Source: an optimization exercise on an open RTL-to-GDS flow (aim: small area). Production flows keep margins and buffers that such runs may drop.
In this exercise RTL edits were held to simulation tests only and were not proved equivalent to the original.
No activity file was given, so power comes from the tool's default toggle rates.

$ cat design/flow/config.mk
export PLATFORM = sky130hd
export DESIGN_NAME = kisc_fb_framer
export DESIGN_NICKNAME = kisc_fb_framer
export VERILOG_FILES = /design/flow/design.v
export SDC_FILE = /design/flow/constraint.sdc
export NUM_CORES = 4
export LEC_CHECK = 0
export CAP_MARGIN = 20
export CORE_MARGIN = 2
export CORE_UTILIZATION = 40
export SLEW_MARGIN = 20
$ cat design/flow/design.v
module kisc_fb_validator (
    input  wire [455:0] frame,
    output reg  [2:0]   kind,         
    output reg          link_reset    
);
    localparam [15:0] VALID_HEADER   = 16'hAAAA;
    localparam [15:0] INVALID_HEADER = 16'hFFFF;
    function [15:0] rd16(input [455:0] f, input integer o);
        rd16 = {f[8*(o+1) +: 8], f[8*o +: 8]};
    endfunction
    function [15:0] rd8(input [455:0] f, input integer o);
        rd8 = {8'h00, f[8*o +: 8]};
    endfunction
    function [15:0] cs_mf(input [455:0] f, input integer o);
        cs_mf = rd16(f, o + 0)       
              ^ rd16(f, o + 2)       
              ^ rd8 (f, o + 4)       
              ^ rd16(f, o + 5)       
              ^ rd16(f, o + 7)       
              ^ rd16(f, o + 9)       
              ^ rd16(f, o + 11)      
              ^ rd16(f, o + 13)      
              ^ rd8 (f, o + 19)      
              ^ rd8 (f, o + 20)      
              ^ rd8 (f, o + 21);     
    endfunction
    wire [15:0] start    = rd16(frame, 0);
    wire [15:0] stored   = rd16(frame, 55);
    wire [15:0] computed = start
                         ^ cs_mf(frame, 2)       
                         ^ cs_mf(frame, 24)      
                         ^ rd16(frame, 46)       
                         ^ rd16(frame, 48)       
                         ^ rd16(frame, 50)       
                         ^ rd8 (frame, 52)       
                         ^ rd8 (frame, 53)       
                         ^ rd8 (frame, 54);      
    always @* begin
        kind       = 3'd0;
        link_reset = 1'b0;
        if (start != VALID_HEADER) begin
            kind       = 3'd1;
            link_reset = (start == INVALID_HEADER);
        end else if (stored != computed) begin
            kind       = 3'd2;
        end
    end
endmodule
module kisc_fb_framer (
    input  wire         clk,
    input  wire         rst,
    input  wire [15:0]  stall_limit,    
    input  wire         in_valid,
    input  wire [7:0]   in_byte,
    output reg          in_ready,
    output reg          out_valid,
    output wire [455:0] out_frame,
    output reg          err_valid,
    output reg  [2:0]   err_kind,
    output reg          err_corrupt,
    output reg          err_link_reset,
    output wire [2:0]   state
);
    localparam integer L = 57;
    localparam [2:0] SEEK = 3'd0;
    localparam [2:0] ACC  = 3'd1;
    localparam [2:0] VAL  = 3'd2;
    localparam [2:0] DLV  = 3'd3;
    localparam [2:0] REJ  = 3'd4;
    localparam [7:0] SENTINEL = 8'hAA;
    reg [2:0]  st;
    reg [7:0]  buf_q [0:L-1];      
    reg [5:0]  cnt;                
    reg [7:0]  rq    [0:L-2];      
    reg [5:0]  rq_len;             
    reg [15:0] age;                
    reg [2:0]  vk;                 
    reg        vlr;                
    genvar g;
    generate
        for (g = 0; g < L; g = g + 1) begin : g_frame
            assign out_frame[8*g +: 8] = buf_q[g];
        end
    endgenerate
    assign state = st;
    wire [2:0] v_kind;
    wire       v_link_reset;
    kisc_fb_validator u_val (
        .frame      (out_frame),
        .kind       (v_kind),
        .link_reset (v_link_reset)
    );
    wire       seek_or_acc = (st == SEEK) || (st == ACC);
    wire       rq_empty    = (rq_len == 6'd0);
    wire       replay      = seek_or_acc && !rq_empty;
    wire       take        = seek_or_acc && rq_empty && in_valid;
    wire       have        = replay || take;
    wire [7:0] b           = replay ? rq[0] : in_byte;
    wire [15:0] age1 = (age == 16'hFFFF) ? age : age + 16'd1;
    always @* begin
        in_ready       = 1'b0;
        out_valid      = 1'b0;
        err_valid      = 1'b0;
        err_kind       = 3'd0;
        err_corrupt    = 1'b0;
        err_link_reset = 1'b0;
        if (!rst) begin
            in_ready = seek_or_acc && rq_empty;
            case (st)
                ACC: begin
                    if (!have && (stall_limit != 16'd0) && (age1 >= stall_limit)) begin
                        err_valid = 1'b1;
                        err_kind  = 3'd3;    
                    end
                end
                DLV: begin
                    out_valid = 1'b1;
                end
                REJ: begin
                    err_valid      = 1'b1;
                    err_kind       = vk;
                    err_corrupt    = !vlr;
                    err_link_reset = vlr;
                end
                default: ;
            endcase
        end
    end
    integer i;
    always @(posedge clk) begin
        if (rst) begin
            st     <= SEEK;
            cnt    <= 6'd0;
            rq_len <= 6'd0;
            age    <= 16'd0;
            vk     <= 3'd0;
            vlr    <= 1'b0;
        end else begin
            if (replay) begin
                for (i = 0; i < L - 2; i = i + 1)
                    rq[i] <= rq[i+1];
                rq_len <= rq_len - 6'd1;
            end
            case (st)
                SEEK: begin
                    if (have) begin
                        if (cnt == 6'd0) begin
                            if (b == SENTINEL) begin
                                buf_q[0] <= b;
                                cnt      <= 6'd1;
                            end
                        end else begin
                            if (b == SENTINEL) begin
                                buf_q[1] <= b;
                                cnt      <= 6'd2;
                                age      <= 16'd0;
                                st       <= ACC;
                            end else begin
                                cnt      <= 6'd0;
                            end
                        end
                    end
                end
                ACC: begin
                    if (have) begin
                        buf_q[cnt] <= b;
                        cnt        <= cnt + 6'd1;
                    end
                    if (have && (cnt == L - 1)) begin
                        st  <= VAL;
                        age <= 16'd0;
                    end else if (!have && (stall_limit != 16'd0) && (age1 >= stall_limit)) begin
                        st  <= SEEK;
                        cnt <= 6'd0;
                        age <= 16'd0;
                    end else begin
                        age <= age1;
                    end
                end
                VAL: begin
                    if (v_kind == 3'd0) begin
                        st <= DLV;
                    end else begin
                        st  <= REJ;
                        vk  <= v_kind;
                        vlr <= v_link_reset;
                    end
                end
                DLV: begin
                    cnt <= 6'd0;
                    st  <= SEEK;
                end
                REJ: begin
                    for (i = 0; i < L - 1; i = i + 1)
                        rq[i] <= buf_q[i+1];
                    rq_len <= L - 1;
                    cnt    <= 6'd0;
                    st     <= SEEK;
                end
                default: begin
                    st <= SEEK;
                end
            endcase
        end
    end
endmodule
$ cat design/flow/constraint.sdc
create_clock -name core_clock -period 10.0 [get_ports {clk}]
set_input_delay 2.0000 -clock core_clock [delete_from_list [all_inputs] [get_ports {clk}]]
set_output_delay 2.0000 -clock core_clock [all_outputs]
set_load 0.01 [all_outputs]
$ cat design/flow/run.sh
#!/bin/bash
# synth_recipe.tcl (not shown) runs the flow's synth.tcl, then flattens the netlist and writes it again
# the make line also repeats each setting of config.mk as NAME=value (left out here)
make -C /OpenROAD-flow-scripts/flow DESIGN_CONFIG=/design/flow/config.mk WORK_HOME=/design/flow/orfs CLKGATE_MAP_FILE= SYNTH_SCRIPT=/design/flow/synth_recipe.tcl finish
==> notes.md <==
worst max-delay path: cells and delay by family:
family | cells | cell delay, ns
AO/OA/AOI/OAI | 5 | 1.18
adder cells (fa/ha/maj) | 1 | 0.30
buffers and inverters | 3 | 1.02
AND/OR/NAND/NOR | 2 | 0.22
area by class of cell:
cell class / instances / share of cell area (%)
multi-input combinational: 2020 / 21.9
clock inverter: 75 / 1.47
tap: 1276 / 3.28
sequential: 938 / 57.1
timing repair buffer: 519 / 10.7
inverter: 27 / 0.208
clock buffer: 114 / 5.33
stage by stage:
step           instances  utilization [%]  hold WS (ns)  cell area [µm²]
2_1_floorplan       3107                -         0.441            39000
3_3_place_gp        4780             46.9         0.493            45400
3_5_place_dp        4780             46.9         0.498            45400
4_1_cts             4969             50.4         0.498            48700
5_1_grt             4969             50.4         0.516            48700
6_report            4969             50.4         0.509            48700
power by group:
group	internal, µW	switching [µW]
clock	2180	1600
combinational	314	1300
sequential	5550	170
total	8050	3070
sequential cells by signal (all words and copies together), names as in the netlist:
name    count
cnt         6
st          3
age        16
vk          2
rq_len      6
buf_q     456
rq        448
vlr         1
worst min-delay path by stage:
stage                              startpoint             endpoint  slack, ns  cells past startpoint
after detailed placement  rq[51][2]$_DFFE_PP_  rq[50][2]$_DFFE_PP_       0.50                      2
after floorplan            vk[1]$_SDFFE_PP0P_   vk[1]$_SDFFE_PP0P_       0.44                      1
final                     rq[44][2]$_DFFE_PP_  rq[43][2]$_DFFE_PP_       0.51                      2
after CTS                 rq[44][7]$_DFFE_PP_  rq[43][7]$_DFFE_PP_       0.50                      2
after global routing      rq[44][1]$_DFFE_PP_  rq[43][1]$_DFFE_PP_       0.52                      2
after global placement    rq[50][1]$_DFFE_PP_  rq[49][1]$_DFFE_PP_       0.49                      2
metal layers:
metal	vias up	global-route usage, %
li1	11538	-
met1	12715	35.3
met2	1020	41.1
met3	151	5.36
met4	0	6.09
met5	-	0
cell usage after synthesis (2+ instances only):
library cell     n  area share (%)
xnor3_2          6            0.37
xnor2_1        297             6.7
nor4_1          11            0.18
or3_1            6           0.096
o21a_1           4           0.077
nor2b_1          6           0.096
nor3_1          24            0.31
nand3b_1         2           0.038
o21ai_0          9            0.12
a21o_1           7            0.13
ha_1            21            0.67
a31oi_1          3           0.048
mux2_2          11            0.32
a211o_1          3           0.067
o21ai_1          2           0.026
edfxtp_1       904              70
dfxtp_1         34             1.7
nand3_1         23            0.29
xor2_1          32            0.72
inv_1           27            0.26
and3_1           2           0.032
o32ai_1          2           0.045
clkbuf_1       116             1.1
a32oi_1         11            0.25
nor2_1          93            0.89
and4_1           2           0.045
or2_2            2           0.032
o31a_1           2           0.045
buf_1            4           0.038
nand4b_1         2           0.045
a21oi_1         18            0.23
xnor3_1         25             1.4
nand2b_1         5           0.080
nor4bb_1         4            0.10
nand2_1       1351              13
nand4_1         14            0.22
nor3b_1          2           0.038
a211oi_2         2           0.064
cells by family after synthesis:
group           count (synthesis)  share of synthesized area [%]
compound gates                 70                           1.27
xor+xnor                      362                           9.30
fa+ha+maj                      21                          0.673
buf+inv                       149                           1.45
flops                         938                           71.3
mux                            12                          0.343
other cells                     1                        0.00961
simple gates                 1554                           15.7
==> notes.md <==
* Outcome: complete, no violations
* Die footprint at 100000 µm²
* Reg2reg start: st[0]$_SDFFE_PP0P_
* Total gr overflow at 0
* Hold Path Class: register to register
* Critical-path top delay cell: clkdlybuf4s50_1
* Pre-CTS setup slack at 3.28 ns
* Setup slack, reg-to-reg at 5.72 ns
* Die Ht at 316 µm
* Die Width at 316 µm
* Max Used Layer: met4
* R2R cell count at 7
* Worst VDD drop at 0.000237 V
* CP endpoint kind: output port
* Ant diodes at 0
* Initial DRT Pass Iterations at 6
* Synth Flop Type: edfxtp_1
* CORE AREA at 96700 µm²
* Leak pwr at 0.0181 µW
* Cell Area, Synth at 39000 µm²
* Register area share after synthesis at 71.3%
* Vias in the first global route at 24068
* Mapped Nets at 3155
* Synth Instances at 3107
* DR WL/cell at 26.1 µm
* Port-buffer cells at 492
* CTS resizes at 0
* Slew @ Worst Pin at 1.16 ns
* Power Density at 228 nW/µm²
* Post-Route Skew at 0.0164 ns
* Post-detail-place hpwl at 88900 µm
* Post-synth EDFFs at 904
* # H-tree levels at 3
* CTS tree: done
* YS warnings at 3
* Final min period at 6.72 ns
* CTS Buf Count at 100
* CP required at 8.00 ns
* Area grow syn2layout at 24.8%
* # nets final at 3654
* Most frequent cells in the layout: nand2_1, edfxtp_1, clkdlybuf4s50_1
* Final slew viol count at 0
* Wire length on met2 at 62100 µm
* Via density at 5.12
* CP startpoint kind: input port
* Vias at 25424
* Final Hold Viols at 0
* Final setup margin at 3.28 ns
* Final setup fails at 0
* DRC at 0
* Routability Congestion at 0.838
* Fraction of registers with async set/reset at 0%
* Post-synth cell types at 56
* Synth Register Bits at 938
* Largest net degree at the start of global routing at 195
* Crit path launch: stall_limit[4]
* Starting Density at 40.4%
* Max-cap violations at 0
* Sequential cell area at 27800 µm²
* Crit-path cells: clkdlybuf4s50_1 -> inv_1 -> ha_1 -> a21o_1 -> a2111oi_0 -> o21ai_0 -> a21oi_1 -> nor3_1 -> a21oi_1 -> nor3_1 -> clkdlybuf4s50_1
* Root Buffer: clkbuf_16
* Worst skew pair latency at 0.67 ns
* Met3 wire length at 9530 µm
* Rel. slew slack at 22.9%
* Max Fclk at 149 MHz
* Most common cell after layout, fill and taps aside: nand2_1
* Total clock sinks at 938
* Critical path's largest stage delay at 0.49 ns
* M1 WL at 54900 µm
* Initial antenna violation count at 2
* Avg Inst Size Synth at 12.6 µm²
* Num ports at 494
* CTS clk-pin slew, worst paths at 0.06 ns
* Fin crit share at 67.2%
* Crit path to: err_kind[0]
* Area occupied by multi-input gates at 10700 µm²
* DRT Wirelength at 130000 µm
* Worst-path fanout max at 3
* First-pass GRT wire length at 179000 µm
* RSZ-0062 raised after global routing: false
* Final ANT Viol Nets at 0
* Total power at 11100 µW
* Longest Clk Path Bufs at 3
* Gr usage total at 25.4%
* Type of the worst setup path: input port to output port
* Layout cells sized above 1 at 5.88%
* Critical path arrival at 4.72 ns
* Row Count at 114
* Setup TNS at 0 ns
* Drt initial violations at 3064
* Post-CTS Hold Buffers at 0
* Fill cell count at 8552
* Postcts setup bufs at 0
* R2r endpoint: rq[19][7]$_DFFE_PP_

[port drivers added, routing unchanged]
The results above use ideal ports. As a check the final layout listed here was re-extracted and re-timed, cells and wires unchanged.
Step 1 (the two cells are an assumption about what drives the block):
set clk [get_ports {clk}]
set_driving_cell -lib_cell sky130_fd_sc_hd__clkbuf_16 $clk
set_driving_cell -lib_cell sky130_fd_sc_hd__buf_2 [delete_from_list [all_inputs] $clk]
Step 2 moves the port delays by t, midway between the first and last clock arrival at a register: inputs arrive t later, outputs are due t later. That takes back most of the time a late clock gives input paths.
Three values: no drivers, after step 1, after step 2; two values: the first two.
t (ns): 0.732
slack for setup (ns): 3.277 / 3.232 / 3.252
worst hold slack (ns): 0.509 / 0.509 / 0.509
clock arrival spread, ns: 0.021 / 0.021
pins driven straight from the clock port: 1
After both steps setup and hold are still met in this run. The setup slack of this run moves by -0.045 ns with the drivers and by -0.025 ns with both steps.
